This is an optimization exercise on Yosys and OpenROAD, whose aim is a short achievable clock period, not a production implementation. Where RTL was checked, it was by simulation tests only, not by an equivalence proof against the original. Power and IR drop assume default switching activity.

Design dmx_core, start of the top module:
module dmx_core (
    input  wire        clk,
    input  wire        rst,
    input  wire [31:0] now,
    input  wire        init,
    input  wire        in_valid,
    output wire        in_ready,
    input  wire [7:0]  in_data,
    output wire        sink_cfg_valid,
    output wire [9:0]  sink_cfg_count,
    output wire        sink_wr_valid,
    output wire [8:0]  sink_wr_index,
    output wire [7:0]  sink_wr_data,
    output wire        ok_pulse,
    output wire        err_pulse,
    output wire [7:0]  err_tag,
    output wire        ok_indicator,
    input  wire [2:0]  t_op,
    input  wire [23:0] t_arg,
    output wire        t_due
);
==> module alarm_dueby, before the edit <==
module alarm_dueby #(
    parameter W = 16
) (
    input  wire [W-1:0] c,        
    input  wire [W-1:0] nsched,   
    input  wire [W-1:0] nextra,   
    output wire         due
);
    wire [W-1:0] s = c ^ nextra ^ nsched;
    wire [W-1:0] k = (c & nextra) | (c & nsched) | (nextra & nsched);
    localparam N = W - 1;
    wire [N-1:0] kk = {k[N-2:0], 1'b0};
    wire [N-1:0] g0 = s[N-1:0] & kk;
    wire [N-1:0] p0 = s[N-1:0] | kk;
    localparam L = (N > 32) ? 6 : (N > 16) ? 5 : (N > 8) ? 4 : (N > 4) ? 3 : (N > 2) ? 2 : 1;
    wire [N-1:0] g [0:L];
    wire [N-1:0] p [0:L];
    assign g[0] = g0;
    assign p[0] = p0;
    genvar l, i;
    generate
        for (l = 0; l < L; l = l + 1) begin : lvl
            for (i = 0; i < N; i = i + 1) begin : bt
                if (i >= (1 << l)) begin : comb
                    assign g[l+1][i] = g[l][i] | (p[l][i] & g[l][i - (1 << l)]);
                    assign p[l+1][i] = p[l][i] & p[l][i - (1 << l)];
                end else begin : thru
                    assign g[l+1][i] = g[l][i];
                    assign p[l+1][i] = p[l][i];
                end
            end
        end
    endgenerate
    wire carry = g[L][N-1];       
    wire top   = s[W-1] ^ k[W-2];
    assign due = ~(top ^ carry);
endmodule
export LEC_CHECK = 0
export ABC_CLOCK_PERIOD_IN_PS = 3000
export CAP_MARGIN = 20
export CORE_MARGIN = 2
export CORE_UTILIZATION = 40
export SETUP_SLACK_MARGIN = 3.0
export SLEW_MARGIN = 20
create_clock -name core_clock -period 7.0 [get_ports {clk}]
run.sh (not shown) runs the stock make flow with config.mk's settings and CLKGATE_MAP_FILE= SYNTH_SCRIPT=/design/flow/synth_recipe.tcl, a recipe that flattens the netlist after the stock synthesis.
The baseline completed with no timing, DRC or antenna violations.
==> next run, changes <==
--- a/flow/design.v
+++ b/flow/design.v
@@ -9,30 +9,6 @@
     wire [W-1:0] s = c ^ nextra ^ nsched;
     wire [W-1:0] k = (c & nextra) | (c & nsched) | (nextra & nsched);
-    localparam N = W - 1;
-    wire [N-1:0] kk = {k[N-2:0], 1'b0};
-    wire [N-1:0] g0 = s[N-1:0] & kk;
-    wire [N-1:0] p0 = s[N-1:0] | kk;
-    localparam L = (N > 32) ? 6 : (N > 16) ? 5 : (N > 8) ? 4 : (N > 4) ? 3 : (N > 2) ? 2 : 1;
-    wire [N-1:0] g [0:L];
-    wire [N-1:0] p [0:L];
-    assign g[0] = g0;
-    assign p[0] = p0;
-    genvar l, i;
-    generate
-        for (l = 0; l < L; l = l + 1) begin : lvl
-            for (i = 0; i < N; i = i + 1) begin : bt
-                if (i >= (1 << l)) begin : comb
-                    assign g[l+1][i] = g[l][i] | (p[l][i] & g[l][i - (1 << l)]);
-                    assign p[l+1][i] = p[l][i] & p[l][i - (1 << l)];
-                end else begin : thru
-                    assign g[l+1][i] = g[l][i];
-                    assign p[l+1][i] = p[l][i];
-                end
-            end
-        end
-    endgenerate
-    wire carry = g[L][N-1];       
-    wire top   = s[W-1] ^ k[W-2];
-    assign due = ~(top ^ carry);
+    wire [W-1:0] sum = s + {k[W-2:0], 1'b0};
+    assign due = ~sum[W-1];
 endmodule
 module alarm_timer #(
=> Clock-buffer cell count falls by 1. Cell area came out higher by 2.8%. Cell count came out higher by 4.0%. Maximum frequency falls by 5.2%. Synthesized area rises by 2.2%. Hold slack gains 0.0059 ns.

== job 657 ==
The RTL this note starts from:
==> flow/design.v <==
module alarm_dueby #(
    parameter W = 16
) (
    input  wire [W-1:0] c,        
    input  wire [W-1:0] nsched,   
    input  wire [W-1:0] nextra,   
    output wire         due
);
    wire [W-1:0] s = c ^ nextra ^ nsched;
    wire [W-1:0] k = (c & nextra) | (c & nsched) | (nextra & nsched);
    localparam N = W - 1;
    wire [N-1:0] kk = {k[N-2:0], 1'b0};
    wire [N-1:0] g0 = s[N-1:0] & kk;
    wire [N-1:0] p0 = s[N-1:0] | kk;
    localparam L = (N > 32) ? 6 : (N > 16) ? 5 : (N > 8) ? 4 : (N > 4) ? 3 : (N > 2) ? 2 : 1;
    wire [N-1:0] g [0:L];
    wire [N-1:0] p [0:L];
    assign g[0] = g0;
    assign p[0] = p0;
    genvar l, i;
    generate
        for (l = 0; l < L; l = l + 1) begin : lvl
            for (i = 0; i < N; i = i + 1) begin : bt
                if (i >= (1 << l)) begin : comb
                    assign g[l+1][i] = g[l][i] | (p[l][i] & g[l][i - (1 << l)]);
                    assign p[l+1][i] = p[l][i] & p[l][i - (1 << l)];
                end else begin : thru
                    assign g[l+1][i] = g[l][i];
                    assign p[l+1][i] = p[l][i];
                end
            end
        end
    endgenerate
    wire carry = g[L][N-1];       
    wire top   = s[W-1] ^ k[W-2];
    assign due = ~(top ^ carry);
endmodule
module alarm_timer #(
    parameter TW = 32,
    parameter W  = 24,
    parameter S  = 8
) (
    input  wire          clk,
    input  wire          rst,
    input  wire [TW-1:0] now,
    input  wire [2:0]    t_op,
    input  wire [W-1:0]  t_arg,
    output wire          t_due
);
    reg  [W-1:0] nsched;
    wire [W-1:0] c  = now[S +: W];
    wire [W-1:0] na = ~t_arg;
    wire [W-1:0] nc = ~c;
    wire due;
    alarm_dueby #(.W(W)) u_cmp (
        .c      (c),
        .nsched (nsched),
        .nextra (na),
        .due    (due)
    );
    wire op_due = (t_op == 3'd3) | (t_op == 3'd4) | (t_op == 3'd5);
    assign t_due = due & op_due & ~rst;
    wire [W-1:0] n_set    = nc + na + 3;       
    wire [W-1:0] n_now    = nc + 2;            
    wire [W-1:0] n_repeat = nsched + na + 1;   
    always @(posedge clk) begin
        if (rst) begin
            nsched <= {{(W-1){1'b0}}, 1'b1};
        end else begin
            case (t_op)
                3'd1:    nsched <= n_set;
                3'd2:    nsched <= n_now;
                3'd4:    if (due) nsched <= n_now;
                3'd5:    if (due) nsched <= n_repeat;
                default: nsched <= nsched;
            endcase
        end
    end
endmodule
module dmx_frame_decoder (
    input  wire        clk,
    input  wire        rst,
    input  wire        init,
    input  wire        in_valid,
    output wire        in_ready,
    input  wire [7:0]  in_data,
    input  wire [31:0] now,
    output reg         sink_cfg_valid,
    output reg  [9:0]  sink_cfg_count,
    output reg         sink_wr_valid,
    output reg  [8:0]  sink_wr_index,
    output reg  [7:0]  sink_wr_data,
    output reg         ok_pulse,
    output reg         err_pulse,
    output reg  [7:0]  err_tag,
    output reg         ok_indicator
);
    localparam [7:0] TAG_M    = 8'h4D;
    localparam [7:0] TAG_R    = 8'h52;
    localparam [7:0] TAG_ZERO = 8'h30;
    localparam [7:0] TAG_C    = 8'h43;
    reg        st_start, st_cmd, st_low, st_high, st_data;
    reg [7:0]  low;         
    reg [9:0]  active;      
    reg [9:0]  windex;      
    reg        more;        
    reg [15:0] nidle;       
    assign in_ready = ~(rst | init);
    wire       clr    = rst | init;
    wire       accept = in_valid & ~clr;
    wire [7:0] ch     = in_data;
    wire [15:0] c     = now[15:0];
    wire [15:0] idle_sum = c + nidle;
    wire idle_due = ~idle_sum[15];
    wire is_7e = (ch == 8'h7E);
    wire is_06 = (ch == 8'h06);
    wire is_e7 = (ch == 8'hE7);
    wire resync = ~st_start & is_7e & idle_due;
    wire low_zero = (low == 8'd0);
    wire d_zero   = low_zero & (ch == 8'd0);
    wire d_over   = (ch[7:2] != 6'd0) | (ch[1] & (ch[0] | ~low_zero));
    wire d_neq    = (ch[7:2] != 6'd0) | (ch[1:0] != active[9:8]) |
                    (low != active[7:0]);
    wire d_ok     = ~d_zero & ~d_over;
    wire err_disp = (st_start & ~is_7e) | (st_cmd & ~is_06) |
                    (st_high & ~d_ok) | (st_data & ~more & ~is_e7);
    wire err      = resync | err_disp;
    wire write    = st_data & more & ~resync;
    wire fin_ok   = st_data & ~more & is_e7;
    wire [9:0] windex_inc = windex + 10'd1;
    always @(posedge clk) begin
        sink_cfg_valid <= clr | (accept & (err | (st_high & d_neq)));
        sink_wr_valid  <= accept & write;
        ok_pulse       <= accept & fin_ok;
        err_pulse      <= accept & err;
        sink_cfg_count <= (~clr & st_high & ~d_over) ? {ch[1:0], low} : 10'd0;
        sink_wr_index  <= windex[8:0];
        sink_wr_data   <= ch;
        err_tag        <= resync ? TAG_R :
                          st_high ? (d_zero ? TAG_ZERO : TAG_C) : TAG_M;
        if (clr) begin
            st_start     <= 1'b1;
            st_cmd       <= 1'b0;
            st_low       <= 1'b0;
            st_high      <= 1'b0;
            st_data      <= 1'b0;
            active       <= 10'd0;
            windex       <= 10'd0;
            ok_indicator <= 1'b0;
            nidle        <= ~c + 16'hFF39;
        end else if (accept) begin
            nidle    <= ~c + 16'hFF39;
            st_start <= ~resync & ((st_start & ~is_7e) | (st_cmd & ~is_06) |
                        (st_high & ~d_ok) | (st_data & ~more));
            st_cmd   <= resync | (st_start & is_7e);
            st_low   <= ~resync & st_cmd & is_06;
            st_high  <= ~resync & st_low;
            st_data  <= ~resync & ((st_high & d_ok) | (st_data & more));
            if (st_low)
                low <= ch;
            if (err)
                active <= 10'd0;
            else if (st_high)
                active <= {ch[1:0], low};
            windex <= write ? windex_inc : 10'd0;
            more   <= st_high | (windex_inc != active);
            if (err)
                ok_indicator <= 1'b0;
            else if (fin_ok)
                ok_indicator <= 1'b1;
        end
    end
endmodule
module dmx_core (
    input  wire        clk,
    input  wire        rst,
    input  wire [31:0] now,
    input  wire        init,
    input  wire        in_valid,
    output wire        in_ready,
    input  wire [7:0]  in_data,
    output wire        sink_cfg_valid,
    output wire [9:0]  sink_cfg_count,
    output wire        sink_wr_valid,
    output wire [8:0]  sink_wr_index,
    output wire [7:0]  sink_wr_data,
    output wire        ok_pulse,
    output wire        err_pulse,
    output wire [7:0]  err_tag,
    output wire        ok_indicator,
    input  wire [2:0]  t_op,
    input  wire [23:0] t_arg,
    output wire        t_due
);
    dmx_frame_decoder u_dec (
        .clk            (clk),
        .rst            (rst),
        .init           (init),
        .in_valid       (in_valid),
        .in_ready       (in_ready),
        .in_data        (in_data),
        .now            (now),
        .sink_cfg_valid (sink_cfg_valid),
        .sink_cfg_count (sink_cfg_count),
        .sink_wr_valid  (sink_wr_valid),
        .sink_wr_index  (sink_wr_index),
        .sink_wr_data   (sink_wr_data),
        .ok_pulse       (ok_pulse),
        .err_pulse      (err_pulse),
        .err_tag        (err_tag),
        .ok_indicator   (ok_indicator)
    );
    alarm_timer #(
        .TW (32),
        .W  (24),
        .S  (8)
    ) u_timer (
        .clk   (clk),
        .rst   (rst),
        .now   (now),
        .t_op  (t_op),
        .t_arg (t_arg),
        .t_due (t_due)
    );
endmodule
clock: 7.0 ns
lec_check: 0
cap_margin: 20
core_margin: 2
core_utilization: 40
setup_slack_margin: 3.0
slew_margin: 20
standard.sh (not shown) runs the stock make flow with config.mk's settings and CLKGATE_MAP_FILE= SYNTH_SCRIPT=/design/flow/synth_recipe.tcl, a recipe that flattens the netlist after the stock synthesis.
==> flow/flow/run.sh <==
#!/bin/bash
# The standard layout (standard.sh), with the standard flow's synthesis run through
# synth_delay.tcl: the same synthesis, but ABC maps the logic with the
# delay-driven abc_delay.script, and the full-/half-adder cell extraction is
# off so that ABC sees the arithmetic as plain logic. Everything after
# synthesis is the standard flow. Output goes to standard.log; each tool's
# own log is under orfs/logs/.
set -euo pipefail
here=$(cd "$(dirname "${BASH_SOURCE[0]}")" && pwd)
export FLOW_SYNTH_TCL="$PWD/synth_recipe.tcl"
bash standard.sh SYNTH_SCRIPT="$here/synth_delay.tcl" ADDER_MAP_FILE= finish > standard.log 2>&1
==> flow/flow/abc_delay.script <==
strash
dch -f
map -D 500
topo
buffer -c
upsize -c -D 500
dnsize -c -D 500
==> flow/flow/synth_delay.tcl <==
# The standard flow's synthesis (synth_recipe.tcl, beside the work folder) with one change:
# the ABC run that maps the logic uses the delay-driven script in this folder
# (classic "map" with a tight delay target) instead of ORFS's abc_speed.script.
# Registers, their names and cell types are left exactly as the standard flow's synthesis
# makes them.
set ::delay_abc_script [file join [file dirname [info script]] abc_delay.script]
proc abc {args} {
    set i [lsearch -exact $args -script]
    if { $i >= 0 } {
        set args [lreplace $args [expr {$i + 1}] [expr {$i + 1}] $::delay_abc_script]
    }
    yosys abc {*}$args
}
source $::env(FLOW_SYNTH_TCL)
### job 657 -> job 9375
--- a/flow/design.v
+++ b/flow/design.v
@@ -12,7 +12,7 @@
     wire [N-1:0] kk = {k[N-2:0], 1'b0};
     wire [N-1:0] g0 = s[N-1:0] & kk;
     wire [N-1:0] p0 = s[N-1:0] | kk;
-    localparam L = (N > 32) ? 6 : (N > 16) ? 5 : (N > 8) ? 4 : (N > 4) ? 3 : (N > 2) ? 2 : 1;
+    localparam L = $clog2(N);
     wire [N-1:0] g [0:L];
     wire [N-1:0] p [0:L];
     assign g[0] = g0;
Findings:
No run among job 657 and job 9375 stopped early or left any final violation; all are clean.
Looking at job 657 and job 9375, the layout buffer count excluding clock buffers is a wash.
Diff job 9375..job 657 | clock skew | unchanged
Job 657 -> job 9375: routed length on met1 delta 0, exact match
As far as share of total power in combinational logic is concerned, job 9375 and job 657 perform about the same.
Job 9375 -> job 657: multi-input combinational area share delta 0, exact match
Job 9375 -> job 657: number of diodes added for antenna fixing flat
For final core utilization, job 9375 and job 657 come out practically identical.
Job 9375 -> job 657: site row count delta 0, exact match
Sequential share of cell area across job 657 and job 9375: no real change.
As far as total power goes, job 657 and job 9375 are indistinguishable; the numbers are identical.
No functional check of the RTL was part of job 9375.

## afterwards: timing with drivers on the ports
The results above use ideal ports. As a check the final layouts listed here were re-extracted and re-timed, cells and wires unchanged. Step 1 assumes that a clkbuf_16 drives the clock port and a buf_2 every other input. Step 2 adds t to the input delays and takes it off the output delays; t is the mean of the earliest and latest rising clock arrival at the registers after step 1. Input paths then give back, and output paths get back, about the clock's delay inside the block. Slacks: ideal ports / drivers / drivers and shift; pairs: ideal ports / drivers.
| run | shift t [ns] | setup slack, ns | worst setup path at the end | clock arrival spread, ns | pins driven straight from the clock port |
|---|---|---|---|---|---|
| the first run of note 1 | 0.406 | 2.238 / 2.181 / 2.133 | input to register | 0.018 / 0.018 | 1 |
| the second run of note 1 | 0.402 | 1.977 / 1.893 / 1.893 | input to output | 0.012 / 0.012 | 1 |
| job 657 | 0.422 | 2.461 / 2.379 / 2.379 | input to output | 0.020 / 0.020 | 1 |
| job 9375 | 0.422 | 2.461 / 2.379 / 2.379 | input to output | 0.020 / 0.020 | 1 |
After both steps every run listed still meets setup and hold. For the first run of note 1, which loses most, drivers alone change the setup slack by -0.057 ns; drivers and shift together by -0.105 ns.
